Background: an optimization exercise with open tools, aiming at small area. Do not read the settings as production practice.
In this exercise RTL edits were held to simulation tests only and were not proved equivalent to the original.
Power figures rest on the tool's default switching activity, not on a simulated workload.

==> flow/design.v <==
module pfse_frdec (
    input  wire        clk,
    input  wire        rst,
    input  wire        in_valid,
    input  wire [7:0]  in_data,
    input  wire        in_last,
    output wire        out_valid,
    output wire [1:0]  out_demux,       
    output wire [11:0] out_status,      
    output wire [6:0]  out_rel_id,
    output wire        out_agg,
    output wire [31:0] out_entry_id,
    output wire [31:0] out_attr2,
    output wire [31:0] out_attr3,
    output wire [31:0] out_udp_ports,   
    output wire [31:0] out_udp_lencs,   
    output wire [15:0] out_pay_off,
    output wire [15:0] out_pay_len,
    output wire [47:0] out_dmac,
    output wire [47:0] out_smac,
    output wire [31:0] out_src_ip,
    output wire [31:0] out_dst_ip,
    output wire [3:0]  out_ihl,
    output wire [7:0]  out_proto,
    output wire [15:0] out_totlen
);
    function [8:0] add8;                    
        input [7:0] a;
        input [7:0] b;
        input       c;
        integer i;
        reg cc;
        begin
            cc = c;
            for (i = 0; i < 8; i = i + 1) begin
                add8[i] = a[i] ^ b[i] ^ cc;
                cc = (a[i] & b[i]) | (cc & (a[i] ^ b[i]));
            end
            add8[8] = cc;
        end
    endfunction
    function [15:0] add16;                  
        input [15:0] a;
        input [15:0] b;
        integer i;
        reg cc;
        begin
            cc = 1'b0;
            for (i = 0; i < 16; i = i + 1) begin
                add16[i] = a[i] ^ b[i] ^ cc;
                cc = (a[i] & b[i]) | (cc & (a[i] ^ b[i]));
            end
        end
    endfunction
    function [15:0] inc16;                  
        input [15:0] a;
        integer i;
        reg cc;
        begin
            cc = 1'b1;
            for (i = 0; i < 16; i = i + 1) begin
                inc16[i] = a[i] ^ cc;
                cc = cc & a[i];
            end
        end
    endfunction
    function [7:0] sub8;                    
        input [6:0] a;
        input [6:0] b;
        integer i;
        reg bb;
        begin
            bb = 1'b0;
            for (i = 0; i < 7; i = i + 1) begin
                sub8[i] = a[i] ^ b[i] ^ bb;
                bb = (~a[i] & b[i]) | (bb & ~(a[i] ^ b[i]));
            end
            sub8[7] = bb;
        end
    endfunction
    function [15:0] dec16;                  
        input [15:0] a;
        integer i;
        reg bb;
        begin
            bb = 1'b1;
            for (i = 0; i < 16; i = i + 1) begin
                dec16[i] = a[i] ^ bb;
                bb = bb & ~a[i];
            end
        end
    endfunction
    function [12:0] inc13;                  
        input [12:0] a;
        integer i;
        reg cc;
        begin
            cc = 1'b1;
            for (i = 0; i < 13; i = i + 1) begin
                inc13[i] = a[i] ^ cc;
                cc = cc & a[i];
            end
        end
    endfunction
    function ltc7;                          
        input [6:0] a;
        input [6:0] b;
        integer i;
        reg lt;
        begin
            lt = 1'b0;
            for (i = 0; i < 7; i = i + 1)
                lt = b[i] ? (~a[i] | lt) : (~a[i] & lt);
            ltc7 = lt;
        end
    endfunction
    function [12:0] dec13;                  
        input [12:0] a;
        integer i;
        reg bb;
        begin
            bb = 1'b1;
            for (i = 0; i < 13; i = i + 1) begin
                dec13[i] = a[i] ^ bb;
                bb = bb & ~a[i];
            end
        end
    endfunction
    reg        fin;        
    reg [6:0]  cnt;        
    reg [6:0]  cnt_inc;
    integer    j;
    reg        cc;
    always @(*) begin
        cc = ~&cnt;
        for (j = 0; j < 7; j = j + 1) begin
            cnt_inc[j] = cnt[j] ^ cc;
            cc = cc & cnt[j];
        end
    end
    reg [3:0]  ihl;
    reg        eo;         
    reg        ipk;        
    reg        cls_rel, cls_udp;
    wire [8:0] ihl3s = add8({4'd0, ihl}, 8'd3, 1'b0);
    wire [4:0] ihl3 = ihl3s[4:0];
    wire [6:0] off = {ihl3, 2'b10};         
    wire [7:0] rd  = sub8(cnt, off);
    wire       inr = ~rd[7];           
    wire [6:0] r   = rd[6:0];          
    integer k;
    always @(posedge clk) begin
        if (rst) begin
            fin <= 1'b0;
            cnt <= 7'd0;
        end else begin
            fin <= in_valid & in_last;
            if (in_valid)
                cnt <= in_last ? 7'd0 : cnt_inc;
        end
    end
    reg [95:0] mac;        
    reg [63:0] ip;         
    reg [15:0] tot;        
    reg [7:0]  rh;         
    reg [95:32] ner;       
    reg [31:0] at3;        
    reg [47:0] nu;         
    reg        f1eq, f1ge, fb, hm, ipok;
    reg [15:0] K;
    wire       act = (|K[15:3]) | (K[2] & K[1]);    
    wire       ge8 = |K[15:3];
    wire [15:0] Kn = (cnt == 7'd17) ? {tot[15:8], in_data} :
                     (act && cnt != 7'd18) ? dec16(K) : K;
    wire       act_n = (|Kn[15:3]) | (Kn[2] & Kn[1]);
    wire       eqlo = hm && (in_data == K[7:0]);
    reg [15:0] a1;  reg c1;
    reg [15:0] a2;  reg c2;
    wire ext_a = cls_rel;
    wire [8:0] ycs  = add8({2'b11, ~ihl, ext_a, ext_a}, {3'b000, 1'b1, 1'b0, ~ext_a, 2'b00}, 1'b0);
    wire [7:0] ycon = ycs[7:0];
    wire seg1 = inr && (cls_rel ? (r != 7'd0) : 1'b1) && act;
    wire hdr1 = (cnt == 7'd14) || (!ltc7(cnt, 7'd15) && !inr);
    wire [7:0] b1 = (seg1 || hdr1) ? in_data : 8'd0;
    wire cp1  = (cnt == 7'd14) || (inr && r == {6'd0, cls_rel});
    wire [15:0] a1s = cp1 ? a2 : a1;
    wire        c1s = cp1 ? c2 : c1;
    wire [8:0]  s1 = add8(a1s[15:8], b1, c1s);
    wire [7:0] b2 = (cnt == 7'd16 || cnt == 7'd17 ||
                     (!ltc7(cnt, 7'd26) && ltc7(cnt, 7'd34)) ||
                     (inr && !ltc7(r, 7'd13) && act)) ? in_data :
                    (cnt == 7'd24 || (inr && r == 7'd1)) ? 8'hFF :
                    (cnt == 7'd25) ? ycon :
                    (inr && r == 7'd2) ? 8'hF3 :
                    (cnt == 7'd0 || cnt == 7'd1) ? ~a2[15:8] : 8'h00;
    wire        skip2 = cls_rel && inr && r == 7'd0;
    wire [15:0] a2s = a2;
    wire        c2s = (cnt == 7'd0 || cnt == 7'd1) ? 1'b0 : c2;
    wire [8:0]  s2 = add8(a2s[15:8], b2, c2s);
    function chk;
        input [15:0] a;
        input        c;
        begin
            chk = (a[7:0] == 8'hFF) && (a[15:9] == 7'h7F) && (a[8] ^ c);
        end
    endfunction
    wire cls_rel_n = (cnt == 7'd0)  ? 1'b0 :
                     (cnt == 7'd23) ? eo & (in_data == 8'd250) : cls_rel;
    wire cls_udp_n = (cnt == 7'd0)  ? 1'b0 :
                     (cnt == 7'd23) ? eo & (in_data == 8'd17) : cls_udp;
    wire ipk_n = (cnt == 7'd14) ? (in_data[7:4] == 4'd4) &&
                                  (in_data[3] | (in_data[2] & (in_data[1] | in_data[0]))) :
                 (cnt == 7'd20) ? ipk & (in_data[5:0] == 6'd0) :
                 (cnt == 7'd21) ? ipk & (in_data == 8'd0) : ipk;
    wire f1sel = inr && r == (cls_rel ? 7'd6 : 7'd5);
    wire f1eq_n = (cnt == 7'd0) ? 1'b0 : f1sel ? eqlo : f1eq;
    wire f1ge_n = (cnt == 7'd0) ? 1'b0 : f1sel ? ge8  : f1ge;
    wire fb_n   = (cnt == 7'd0) ? 1'b0 : (inr && r == 7'd18) ? eqlo & ge8 : fb;
    wire good_n = (cls_rel_n | cls_udp_n) & ipk_n & ~act_n &
                  (cls_rel_n ? ((f1eq_n & f1ge_n) | fb_n) : f1ge_n);
    wire       clr  = in_last & ~good_n;
    wire       clrh = in_last & ~(good_n & cls_rel_n);
    wire       clre = in_last & ~(good_n & cls_rel_n & fb_n);    
    wire [7:0] dcae = in_data & {8{~clre}};
    always @(posedge clk) begin
        if (in_valid) begin
            for (k = 0; k < 12; k = k + 1)
                if (cnt == k || clr)
                    mac[95-8*k -: 8] <= dcae;
            for (k = 0; k < 8; k = k + 1)
                if (cnt == 26 + k || clr)
                    ip[63-8*k -: 8] <= dcae;
            if (cnt == 7'd16 || clr) tot[15:8] <= dcae;
            if (cnt == 7'd17 || clr) tot[7:0]  <= dcae;
            if (cnt == 7'd14 || clr) ihl <= dcae[3:0];
            if (cnt == 7'd12) eo <= (in_data == 8'h08);
            if (cnt == 7'd13) eo <= eo & (in_data == 8'h00);
            ipk     <= ipk_n;
            cls_rel <= cls_rel_n;
            cls_udp <= cls_udp_n;
            K  <= Kn;
            hm <= (in_data == Kn[15:8]);
            f1eq <= f1eq_n;
            f1ge <= f1ge_n;
            fb   <= fb_n;
            if ((inr && r == 7'd0) || clrh)
                rh <= dcae;
            if (inr && r == 7'd0)
                ipok <= chk(a1, c1);
            for (k = 0; k < 8; k = k + 1)
                if (inr && (cls_rel ? r == k + 1 : r == k))
                    ner[95-8*k -: 8] <= ~in_data;
            for (k = 8; k < 12; k = k + 1)
                if ((inr && (cls_rel ? r == k + 1 : r == k)) || clre)
                    at3[95-8*k -: 8] <= dcae;
            if (inr && ((!ltc7(r, 7'd13) && ltc7(r, 7'd17)) || r == 7'd19 || r == 7'd20))
                nu <= {nu[39:0], ~in_data};
            a1 <= {a1s[7:0], s1[7:0]};
            c1 <= s1[8];
            if (!skip2) begin
                a2 <= {a2s[7:0], s2[7:0]};
                c2 <= s2[8];
            end
        end
    end
    wire cls_any = cls_rel | cls_udp;
    wire va      = f1eq & f1ge;
    wire good    = cls_any & ipk & ~act & (cls_rel ? (va | fb) : f1ge);
    wire entry   = cls_rel & fb;
    wire ambig   = entry & va;
    wire lenok   = cls_rel | f1eq;
    wire [15:0] ck    = entry ? ~nu[15:0] : ~ner[47:32];
    wire        sumok = entry ? chk(a2, c2) : chk(a1, c1);
    wire        udpok = lenok & ((ck == 16'd0) | sumok);
    wire [8:0]  ms    = add8({4'd0, ihl}, {6'd0, entry, entry}, 1'b0);
    wire [4:0]  m     = ms[4:0];
    wire [15:0] nul   = add16(~tot, {9'd0, m, 1'b0, cls_rel});
    wire [15:0] ulen  = ~nul;
    wire [15:0] plen  = ~{inc13(nul[15:3]), nul[2:0]};
    wire [8:0]  m5s   = add8({3'd0, m}, 8'd5, 1'b0);
    wire [6:0]  poff  = {m5s[4:0], 1'b1, cls_rel};
    wire ge  = good & entry;
    wire gn  = good & ~entry;
    wire [31:0] ports = ~((~{32{ge}} | nu[47:16]) & (~{32{gn}} | ner[95:64]));
    wire [15:0] ckf   = ~((~{16{ge}} | nu[15:0])  & (~{16{gn}} | ner[47:32]));
    wire [15:0] ulf   = ({16{ge}} & ulen) | ({16{gn}} & ~ner[63:48]);
    assign out_valid     = fin & ~rst;
    assign out_demux     = {~cls_rel, ~cls_udp};
    assign out_status    = good ? {lenok, udpok, ipok, ambig, 1'b1, entry,
                                   ~cls_rel, cls_rel, 4'd0} :
                           (cls_any ? 12'h083 : 12'h0B0);
    assign out_rel_id    = rh[7:1];
    assign out_agg       = rh[0];
    assign out_entry_id  = {32{ge}} & ~ner[95:64];
    assign out_attr2     = {32{ge}} & ~ner[63:32];
    assign out_attr3     = at3[31:0];
    assign out_udp_ports = ports;
    assign out_udp_lencs = {ulf, ckf};
    assign out_pay_off   = {9'd0, {7{good}} & poff};
    assign out_pay_len   = {16{good}} & plen;
    assign out_dmac      = mac[95:48];
    assign out_smac      = mac[47:0];
    assign out_src_ip    = ip[63:32];
    assign out_dst_ip    = ip[31:0];
    assign out_ihl       = ihl;
    assign out_proto     = good ? (cls_rel ? 8'd250 : 8'd17) : 8'd0;
    assign out_totlen    = tot;
endmodule
clock: 20.0 ns
lec_check: 0
abc_area: 0
cap_margin: 0
core_margin: 2
core_utilization: 70
slew_margin: 0
standard.sh (not shown) runs the stock make flow with config.mk's settings and CLKGATE_MAP_FILE= SYNTH_SCRIPT=/design/flow/synth_recipe.tcl, a recipe that flattens the netlist after the stock synthesis.
==> flow/flow/run.sh <==
#!/bin/bash
# Standard layout (standard.sh), with the port buffers made from the smallest
# buffer cell and a smaller clock tree: clkbuf leaves over clusters of nearby
# flip-flops, no dummy loads.
set -euo pipefail
export BUFFER_PORTS_ARGS="-buffer_cell sky130_fd_sc_hd__buf_1"
export CTS_ARGS="-sink_clustering_enable -repair_clock_nets -dont_use_dummy_load -buf_list sky130_fd_sc_hd__clkbuf_4 -sink_clustering_size 10 -sink_clustering_max_diameter 35"
bash standard.sh > standard.log 2>&1
Rerun with:
--- a/flow/design.v
+++ b/flow/design.v
@@ -219,35 +219,36 @@
     wire good_n = (cls_rel_n | cls_udp_n) & ipk_n & ~act_n &
                   (cls_rel_n ? ((f1eq_n & f1ge_n) | fb_n) : f1ge_n);
     wire       clr  = in_last & ~good_n;
     wire       clrh = in_last & ~(good_n & cls_rel_n);
     wire       clre = in_last & ~(good_n & cls_rel_n & fb_n);    
     wire [7:0] dcae = in_data & {8{~clre}};
+    wire [7:0] dcap = in_data & {8{~clr}};
     always @(posedge clk) begin
         if (in_valid) begin
             for (k = 0; k < 12; k = k + 1)
                 if (cnt == k || clr)
-                    mac[95-8*k -: 8] <= dcae;
+                    mac[95-8*k -: 8] <= dcap;
             for (k = 0; k < 8; k = k + 1)
                 if (cnt == 26 + k || clr)
-                    ip[63-8*k -: 8] <= dcae;
-            if (cnt == 7'd16 || clr) tot[15:8] <= dcae;
-            if (cnt == 7'd17 || clr) tot[7:0]  <= dcae;
-            if (cnt == 7'd14 || clr) ihl <= dcae[3:0];
+                    ip[63-8*k -: 8] <= dcap;
+            if (cnt == 7'd16 || clr) tot[15:8] <= dcap;
+            if (cnt == 7'd17 || clr) tot[7:0]  <= dcap;
+            if (cnt == 7'd14) ihl <= in_data[3:0];
             if (cnt == 7'd12) eo <= (in_data == 8'h08);
             if (cnt == 7'd13) eo <= eo & (in_data == 8'h00);
             ipk     <= ipk_n;
             cls_rel <= cls_rel_n;
             cls_udp <= cls_udp_n;
             K  <= Kn;
             hm <= (in_data == Kn[15:8]);
             f1eq <= f1eq_n;
             f1ge <= f1ge_n;
             fb   <= fb_n;
             if ((inr && r == 7'd0) || clrh)
-                rh <= dcae;
+                rh <= in_data & {8{~clrh}};
             if (inr && r == 7'd0)
                 ipok <= chk(a1, c1);
             for (k = 0; k < 8; k = k + 1)
                 if (inr && (cls_rel ? r == k + 1 : r == k))
                     ner[95-8*k -: 8] <= ~in_data;
             for (k = 8; k < 12; k = k + 1)
@@ -299,10 +300,10 @@
     assign out_pay_off   = {9'd0, {7{good}} & poff};
     assign out_pay_len   = {16{good}} & plen;
     assign out_dmac      = mac[95:48];
     assign out_smac      = mac[47:0];
     assign out_src_ip    = ip[63:32];
     assign out_dst_ip    = ip[31:0];
-    assign out_ihl       = ihl;
+    assign out_ihl       = {4{good}} & ihl;
     assign out_proto     = good ? (cls_rel ? 8'd250 : 8'd17) : 8'd0;
     assign out_totlen    = tot;
 endmodule
What happened: Total power falls by about 2%; fmax goes down by about 2%; sequential share of layout area decreases by 0.35 points; setup slack degrades by 0.22 ns; global-route usage is about the same; first-iteration DRC count goes up by 21%; sequential power stays flat; cell area rises by 0.58%; cell count increases by 0.67%; via count rises by about 0.65%; non-clock buffer count is lower by 5.

[separate check: timing with driven ports]
The results above use ideal ports. As a check the final layouts listed here were re-extracted and re-timed, cells and wires unchanged.
Step 1 (the two cells are an assumption about what drives the block):
set clk [get_ports {clk}]
set_driving_cell -lib_cell sky130_fd_sc_hd__clkbuf_16 $clk
set_driving_cell -lib_cell sky130_fd_sc_hd__buf_2 [delete_from_list [all_inputs] $clk]
Step 2 also shifts input and output timing later by t, the mid clock arrival at the registers, as if the neighbouring blocks saw the same clock.
Three values: no drivers, after step 1, after step 2; two values: the first two.
run | t (ns) | setup WS [ns] | worst setup path after step 2 | clock arrival spread, ns | slew at the worst register clock pin (ns)
the first run | 0.704 | 8.827 / 8.779 / 9.482 | register to output | 0.101 / 0.101 | 0.11 / 0.11
the second run | 0.706 | 8.611 / 8.567 / 9.272 | register to output | 0.066 / 0.067 | 0.11 / 0.11
After both steps every run listed still meets setup and hold.
